This design comes from an exercise in tuning for small area on the open sky130 flow, not from production work.
Only simulation tests tie the RTL to the original design; equivalence was not proved.
The clock port is modelled as an ideal driver, which makes a skipped or thinned clock tree look cheaper than it is; a real chip needs a root buffer or a tree.
Power figures rest on the tool's default switching activity, not on a simulated workload.

Design stpm3x_link, start of the top module:
module stpm3x_link (
    input  wire        clk,
    input  wire        rst,
    input  wire [7:0]  t_min,         
    input  wire        cmd_valid,
    output wire        cmd_ready,
    input  wire [2:0]  cmd_op,
    input  wire [7:0]  cmd_addr,
    input  wire [39:0] cmd_data,
    output wire        rsp_valid,
    output wire [2:0]  rsp_code,
    output wire [79:0] rsp_data,
    output wire [1:0]  rsp_crc_err,   
    output wire        arb_req,
    input  wire        arb_ack,
    input  wire        arb_gnt,
    output wire        bus_held,
    output wire        spi_cs_n,
    output wire        spi_sclk,
    output wire        spi_mosi,
    input  wire        spi_miso
);
Size in the first run: ~430 cells after synthesis, about 3500 sq um of cells after synthesis.
==> flow/config.mk <==
export PLATFORM = sky130hd
export DESIGN_NAME = stpm3x_link
export DESIGN_NICKNAME = stpm3x_link
export VERILOG_FILES = /design/flow/design.v
export SDC_FILE = /design/flow/constraint.sdc
export NUM_CORES = 4
export LEC_CHECK = 0
export ABC_AREA = 1
export CAP_MARGIN = 5
export CORE_MARGIN = 2
export CORE_UTILIZATION = 65
export PLACE_DENSITY = 0.75
export SLEW_MARGIN = 5
==> flow/constraint.sdc <==
create_clock -name core_clock -period 8.0 [get_ports {clk}]
set_input_delay 1.6000 -clock core_clock [delete_from_list [all_inputs] [get_ports {clk}]]
set_output_delay 1.6000 -clock core_clock [all_outputs]
set_load 0.01 [all_outputs]
standard.sh (not shown) runs the stock make flow with config.mk's settings and CLKGATE_MAP_FILE= SYNTH_SCRIPT=/design/flow/synth_recipe.tcl, a recipe that flattens the netlist after the stock synthesis.
==> flow/flow/run.sh <==
#!/bin/bash
set -euo pipefail
export BUFFER_PORTS_ARGS="-buffer_cell sky130_fd_sc_hd__buf_1"
export SKIP_REPAIR_TIE_FANOUT=1
export PRE_CTS_TCL=$PWD/flow/manual_cts.tcl
bash standard.sh synth > synth.log 2>&1
R=orfs/results/sky130hd/stpm3x_link/base
LIB=$FLOW_HOME/platforms/sky130hd/lib/sky130_fd_sc_hd__tt_025C_1v80.lib
YOSYS=$FLOW_HOME/../tools/install/yosys/bin/yosys
[[ -x $YOSYS ]] || YOSYS=yosys
cp $R/1_2_yosys.v remap_in.v
# Twenty-nine re-mappings, four at a time: one plain, twenty-eight with ABC's deepsyn
# from different seeds. The smallest netlist is used.
variants="plain"
for seed in $(seq 1 28); do variants="$variants $seed"; done
n=0
for v in $variants; do
  if [[ $v == plain ]]; then
    cp flow/area_plain.abc remap_$v.abc
  else
    sed "s#SEED#$v#" flow/area_deep.abc > remap_$v.abc
  fi
  sed "s#LIBFILE#$LIB#g; s#INFILE#remap_in.v#; s#ABCSCRIPT#remap_$v.abc#; s#STATFILE#remap_stat_$v.txt#; s#OUTFILE#remap_out_$v.v#" flow/remap.ys > remap_run_$v.ys
  timeout 900 $YOSYS -s remap_run_$v.ys > remap_$v.log 2>&1 &
  n=$((n + 1))
  if (( n % 4 == 0 )); then wait || true; fi
done
wait || true
best=""
bestarea=""
for v in $variants; do
  a=$(awk '/Chip area/ {print $NF}' remap_stat_$v.txt 2>/dev/null || true)
  [[ -n "$a" && -s remap_out_$v.v ]] || continue
  if [[ -z "$best" ]] || awk -v x="$a" -v y="$bestarea" 'BEGIN { exit !(x < y) }'; then
    best=$v
    bestarea=$a
  fi
done
echo "remap: using variant $best, area $bestarea" > remap_choice.txt
cp remap_out_$best.v $R/1_2_yosys.v
bash standard.sh finish > finish.log 2>&1
==> flow/flow/manual_cts.tcl <==
# Sourced by ORFS's cts.tcl before its clock tree synthesis (PRE_CTS_TCL).
# Replaces clock_tree_synthesis with a small two-level tree: one root buffer
# driven by the clock port, feeding NX x NY leaf buffers, each driving the
# flip-flops of one region of the placement.
proc clock_tree_synthesis { args } {
  set nx 2
  set ny 2
  set leaf_cell sky130_fd_sc_hd__clkbuf_8
  set root_cell sky130_fd_sc_hd__clkbuf_2
  set db [ord::get_db]
  set block [ord::get_db_block]
  set clknet [$block findNet clk]
  set sinks {}
  foreach it [$clknet getITerms] {
    if { [$it isInputSignal] } { lappend sinks $it }
  }
  proc ::mcts_x { it } { set b [[$it getInst] getBBox]; return [expr { ([$b xMin] + [$b xMax]) / 2 }] }
  proc ::mcts_y { it } { set b [[$it getInst] getBBox]; return [expr { ([$b yMin] + [$b yMax]) / 2 }] }
  set srt [lsort -command { apply { { a b } { expr { [::mcts_x $a] - [::mcts_x $b] } } } } $sinks]
  set groups {}
  set per [expr { int(ceil([llength $srt] / double($nx))) }]
  for { set c 0 } { $c < $nx } { incr c } {
    set col [lrange $srt [expr { $c * $per }] [expr { ($c + 1) * $per - 1 }]]
    set col [lsort -command { apply { { a b } { expr { [::mcts_y $a] - [::mcts_y $b] } } } } $col]
    set per2 [expr { int(ceil([llength $col] / double($ny))) }]
    for { set r 0 } { $r < $ny } { incr r } {
      set grp [lrange $col [expr { $r * $per2 }] [expr { ($r + 1) * $per2 - 1 }]]
      if { [llength $grp] } { lappend groups $grp }
    }
  }
  set rinst [odb::dbInst_create $block [$db findMaster $root_cell] "clkbuf_root"]
  set rootnet [odb::dbNet_create $block "clknet_root"]
  $rootnet setSigType CLOCK
  [$rinst findITerm A] connect $clknet
  [$rinst findITerm X] connect $rootnet
  set rx 0
  set ry 0
  foreach it $sinks {
    set rx [expr { $rx + [::mcts_x $it] }]
    set ry [expr { $ry + [::mcts_y $it] }]
  }
  $rinst setLocation [expr { $rx / [llength $sinks] }] [expr { $ry / [llength $sinks] }]
  $rinst setPlacementStatus PLACED
  set g 0
  foreach grp $groups {
    set inst [odb::dbInst_create $block [$db findMaster $leaf_cell] "clkbuf_leaf_$g"]
    set net [odb::dbNet_create $block "clknet_leaf_$g"]
    $net setSigType CLOCK
    set sx 0
    set sy 0
    foreach it $grp {
      $it disconnect
      $it connect $net
      set sx [expr { $sx + [::mcts_x $it] }]
      set sy [expr { $sy + [::mcts_y $it] }]
    }
    [$inst findITerm A] connect $rootnet
    [$inst findITerm X] connect $net
    $inst setLocation [expr { $sx / [llength $grp] }] [expr { $sy / [llength $grp] }]
    $inst setPlacementStatus PLACED
    incr g
  }
  puts "manual clock tree: 1 root, $g leaves, [llength $sinks] sinks"
  set_propagated_clock [all_clocks]
}
Other scripts of this flow, unchanged in this note and not shown: flow/flow/area_deep.abc, flow/flow/area_plain.abc, flow/flow/remap.ys
Change:
--- a/flow/flow/run.sh
+++ b/flow/flow/run.sh
@@ -12 +12 @@
-# Twenty-nine re-mappings, four at a time: one plain, twenty-eight with ABC's deepsyn
+# Seventeen re-mappings, four at a time: one plain, sixteen with ABC's deepsyn
@@ -15 +15 @@
-for seed in $(seq 1 28); do variants="$variants $seed"; done
+for seed in 1 2 3 4 5 6 7 8 9 10 11 12 13 14 15 16; do variants="$variants $seed"; done
--- a/flow/flow/manual_cts.tcl
+++ b/flow/flow/manual_cts.tcl
@@ -9 +9 @@
-  set root_cell sky130_fd_sc_hd__clkbuf_2
+  set root_cell sky130_fd_sc_hd__clkbuf_4
After rerunning: Via count barely changes; sequential power barely changes; total power barely changes; final area barely changes; clock skew barely changes; synthesized cell count stays the same; worst setup slack gets better by 0.053 ns; maximum frequency rose by 1.0%.
No run of this note takes its clock network from TritonCTS; it comes from the design's own scripts or RTL.

stpm3x_link, a different RTL version from the one above (not shown whole).
For scale: about 460 cells after synthesis.
## stpm3x_link
module stpm3x_link (
    input  wire        clk,
    input  wire        rst,
    input  wire [7:0]  t_min,         
    input  wire        cmd_valid,
    output wire        cmd_ready,
    input  wire [2:0]  cmd_op,
    input  wire [7:0]  cmd_addr,
    input  wire [39:0] cmd_data,
    output wire        rsp_valid,
    output wire [2:0]  rsp_code,
    output wire [79:0] rsp_data,
    output wire [1:0]  rsp_crc_err,   
    output wire        arb_req,
    input  wire        arb_ack,
    input  wire        arb_gnt,
    output wire        bus_held,
    output wire        spi_cs_n,
    output wire        spi_sclk,
    output wire        spi_mosi,
    input  wire        spi_miso
);
export LEC_CHECK = 0
export ABC_AREA = 1
export CAP_MARGIN = 20
export CORE_MARGIN = 2
export CORE_UTILIZATION = 65
export PLACE_DENSITY = 0.75
export SLEW_MARGIN = 20
create_clock -name core_clock -period 8.0 [get_ports {clk}]
==> flow/flow/run.sh <==
#!/bin/bash
set -euo pipefail
export BUFFER_PORTS_ARGS="-buffer_cell sky130_fd_sc_hd__buf_1"
export SKIP_REPAIR_TIE_FANOUT=1
export PRE_CTS_TCL=$PWD/flow/manual_cts.tcl
bash standard.sh synth > synth.log 2>&1
R=orfs/results/sky130hd/stpm3x_link/base
LIB=$FLOW_HOME/platforms/sky130hd/lib/sky130_fd_sc_hd__tt_025C_1v80.lib
YOSYS=$FLOW_HOME/../tools/install/yosys/bin/yosys
[[ -x $YOSYS ]] || YOSYS=yosys
cp $R/1_2_yosys.v remap_in.v
# Seventeen re-mappings, four at a time: one plain, sixteen with ABC's deepsyn
# from different seeds. The smallest netlist is used.
variants="plain"
for seed in 3; do variants="$variants $seed"; done
n=0
for v in $variants; do
  if [[ $v == plain ]]; then
    cp flow/area_plain.abc remap_$v.abc
  else
    sed "s#SEED#$v#" flow/area_deep.abc > remap_$v.abc
  fi
  sed "s#LIBFILE#$LIB#g; s#INFILE#remap_in.v#; s#ABCSCRIPT#remap_$v.abc#; s#STATFILE#remap_stat_$v.txt#; s#OUTFILE#remap_out_$v.v#" flow/remap.ys > remap_run_$v.ys
  timeout 900 $YOSYS -s remap_run_$v.ys > remap_$v.log 2>&1 &
  n=$((n + 1))
  if (( n % 4 == 0 )); then wait || true; fi
done
wait || true
best=""
bestarea=""
for v in $variants; do
  a=$(awk '/Chip area/ {print $NF}' remap_stat_$v.txt 2>/dev/null || true)
  [[ -n "$a" && -s remap_out_$v.v ]] || continue
  if [[ -z "$best" ]] || awk -v x="$a" -v y="$bestarea" 'BEGIN { exit !(x < y) }'; then
    best=$v
    bestarea=$a
  fi
done
echo "remap: using variant $best, area $bestarea" > remap_choice.txt
cp remap_out_$best.v $R/1_2_yosys.v
bash standard.sh finish > finish.log 2>&1
==> flow/flow/area_deep.abc <==
strash
&get -n
&deepsyn -J 100 -S SEED
&put
dch -f
amap
topo
==> flow/flow/manual_cts.tcl <==
# Sourced by ORFS's cts.tcl before its clock tree synthesis (PRE_CTS_TCL).
# Replaces clock_tree_synthesis with a small two-level tree: one root buffer
# driven by the clock port, feeding NX x NY leaf buffers, each driving the
# flip-flops of one region of the placement.
proc clock_tree_synthesis { args } {
  set nx 2
  set ny 2
  set leaf_cell sky130_fd_sc_hd__clkbuf_8
  set root_cell sky130_fd_sc_hd__clkbuf_4
  set db [ord::get_db]
  set block [ord::get_db_block]
  set clknet [$block findNet clk]
  set sinks {}
  foreach it [$clknet getITerms] {
    if { [$it isInputSignal] } { lappend sinks $it }
  }
  proc ::mcts_x { it } { set b [[$it getInst] getBBox]; return [expr { ([$b xMin] + [$b xMax]) / 2 }] }
  proc ::mcts_y { it } { set b [[$it getInst] getBBox]; return [expr { ([$b yMin] + [$b yMax]) / 2 }] }
  set srt [lsort -command { apply { { a b } { expr { [::mcts_x $a] - [::mcts_x $b] } } } } $sinks]
  set groups {}
  set per [expr { int(ceil([llength $srt] / double($nx))) }]
  for { set c 0 } { $c < $nx } { incr c } {
    set col [lrange $srt [expr { $c * $per }] [expr { ($c + 1) * $per - 1 }]]
    set col [lsort -command { apply { { a b } { expr { [::mcts_y $a] - [::mcts_y $b] } } } } $col]
    set per2 [expr { int(ceil([llength $col] / double($ny))) }]
    for { set r 0 } { $r < $ny } { incr r } {
      set grp [lrange $col [expr { $r * $per2 }] [expr { ($r + 1) * $per2 - 1 }]]
      if { [llength $grp] } { lappend groups $grp }
    }
  }
  set rinst [odb::dbInst_create $block [$db findMaster $root_cell] "clkbuf_root"]
  set rootnet [odb::dbNet_create $block "clknet_root"]
  $rootnet setSigType CLOCK
  [$rinst findITerm A] connect $clknet
  [$rinst findITerm X] connect $rootnet
  set rx 0
  set ry 0
  foreach it $sinks {
    set rx [expr { $rx + [::mcts_x $it] }]
    set ry [expr { $ry + [::mcts_y $it] }]
  }
  $rinst setLocation [expr { $rx / [llength $sinks] }] [expr { $ry / [llength $sinks] }]
  $rinst setPlacementStatus PLACED
  set g 0
  foreach grp $groups {
    set inst [odb::dbInst_create $block [$db findMaster $leaf_cell] "clkbuf_leaf_$g"]
    set net [odb::dbNet_create $block "clknet_leaf_$g"]
    $net setSigType CLOCK
    set sx 0
    set sy 0
    foreach it $grp {
      $it disconnect
      $it connect $net
      set sx [expr { $sx + [::mcts_x $it] }]
      set sy [expr { $sy + [::mcts_y $it] }]
    }
    [$inst findITerm A] connect $rootnet
    [$inst findITerm X] connect $net
    $inst setLocation [expr { $sx / [llength $grp] }] [expr { $sy / [llength $grp] }]
    $inst setPlacementStatus PLACED
    incr g
  }
  puts "manual clock tree: 1 root, $g leaves, [llength $sinks] sinks"
  set_propagated_clock [all_clocks]
}
Other scripts of this flow, unchanged in this note and not shown: flow/flow/area_plain.abc, flow/flow/remap.ys
Change:
--- a/flow/flow/run.sh
+++ b/flow/flow/run.sh
@@ -13,5 +13,5 @@
 # from different seeds. The smallest netlist is used.
 variants="plain"
-for seed in 3; do variants="$variants $seed"; done
+for seed in 1 2 3 4 5 6 7 8 9 10 11 12 13 14 15 16; do variants="$variants $seed"; done
 n=0
 for v in $variants; do
==> flow/flow/area_deep.abc (replaced) <==
strash
&get -n
&deepsyn -J 300 -S SEED
&put
dch -f
amap
topo
--- a/flow/flow/manual_cts.tcl
+++ b/flow/flow/manual_cts.tcl
@@ -4,7 +4,7 @@
 # flip-flops of one region of the placement.
 proc clock_tree_synthesis { args } {
-  set nx 2
-  set ny 2
-  set leaf_cell sky130_fd_sc_hd__clkbuf_8
+  set nx 3
+  set ny 3
+  set leaf_cell sky130_fd_sc_hd__clkbuf_4
   set root_cell sky130_fd_sc_hd__clkbuf_4
   set db [ord::get_db]
--- a/flow/config.mk
+++ b/flow/config.mk
@@ -9,5 +9,4 @@
 export CAP_MARGIN = 20
 export CORE_MARGIN = 2
-export CORE_UTILIZATION = 65
-export PLACE_DENSITY = 0.75
+export CORE_UTILIZATION = 40
 export SLEW_MARGIN = 20
The changed run completed without violations.
Combinational power increases by about 4%.
Cell area increases by 0.35%.
Worst setup slack loses 0.49 ns.
Worst hold slack loses 0.0073 ns.
Routed wire length increases by about 10%.
Total power increases by about 5.4%.
Utilization decreases by 27 points.
Fmax decreases by 9.1%.
Via count is about the same.
Area after synthesis decreases by 1.6%.
Change:
--- a/flow/flow/manual_cts.tcl
+++ b/flow/flow/manual_cts.tcl
@@ -4,7 +4,7 @@
 # flip-flops of one region of the placement.
 proc clock_tree_synthesis { args } {
-  set nx 3
-  set ny 3
-  set leaf_cell sky130_fd_sc_hd__clkbuf_4
+  set nx 2
+  set ny 2
+  set leaf_cell sky130_fd_sc_hd__clkbuf_8
   set root_cell sky130_fd_sc_hd__clkbuf_4
   set db [ord::get_db]
--- a/flow/config.mk
+++ b/flow/config.mk
@@ -9,4 +9,5 @@
 export CAP_MARGIN = 20
 export CORE_MARGIN = 2
-export CORE_UTILIZATION = 40
+export CORE_UTILIZATION = 65
+export PLACE_DENSITY = 0.75
 export SLEW_MARGIN = 20
Result: Utilization rises by 27 points; routed wire length came out lower by about 12%; worst hold slack improved by 0.0096 ns; cell area went down by 2.0%; sequential power came out lower by about 0.7%; power came out lower by about 2.5%; fmax grows by 4.5%; synthesized cell count is unchanged.
In every run of this note, the design's own scripts or RTL, not TritonCTS, make the clock network.

afterwards: timing with drivers on the ports:
How much do the figures lean on ideal ports? The routed layouts below were timed once more, with nothing changed but the port constraints.
Step 1 sets driving cells, clkbuf_16 on the clock port and buf_2 on the other inputs (assumed; they add their load-dependent delay and slew).
Step 2, shift: input delay + t, output delay - t, t = (earliest + latest rising clock arrival at the registers) / 2. This alone moves slack from input paths to output paths.
Slacks: ideal / step 1 / step 2; pairs: ideal / step 1.
run	t, ns	slack for setup (ns)	hold slack, ns	slew at the worst register clock pin (ns)	worst data-port slew with drivers (ns)
the first run of note 1	0.428	2.831 / 2.805 / 3.233	0.504 / 0.504 / 0.504	0.10 / 0.10	0.04
the second run of note 1	0.383	2.884 / 2.858 / 3.241	0.504 / 0.504 / 0.504	0.10 / 0.10	0.04
the first run of note 2	0.407	3.117 / 3.087 / 3.494	0.488 / 0.488 / 0.488	0.11 / 0.11	0.04
the second run of note 2	0.476	2.627 / 2.596 / 3.072	0.480 / 0.480 / 0.480	0.10 / 0.10	0.04
the third run of note 2	0.401	2.860 / 2.834 / 3.234	0.490 / 0.490 / 0.490	0.10 / 0.10	0.04
After both steps every run listed still meets setup and hold.
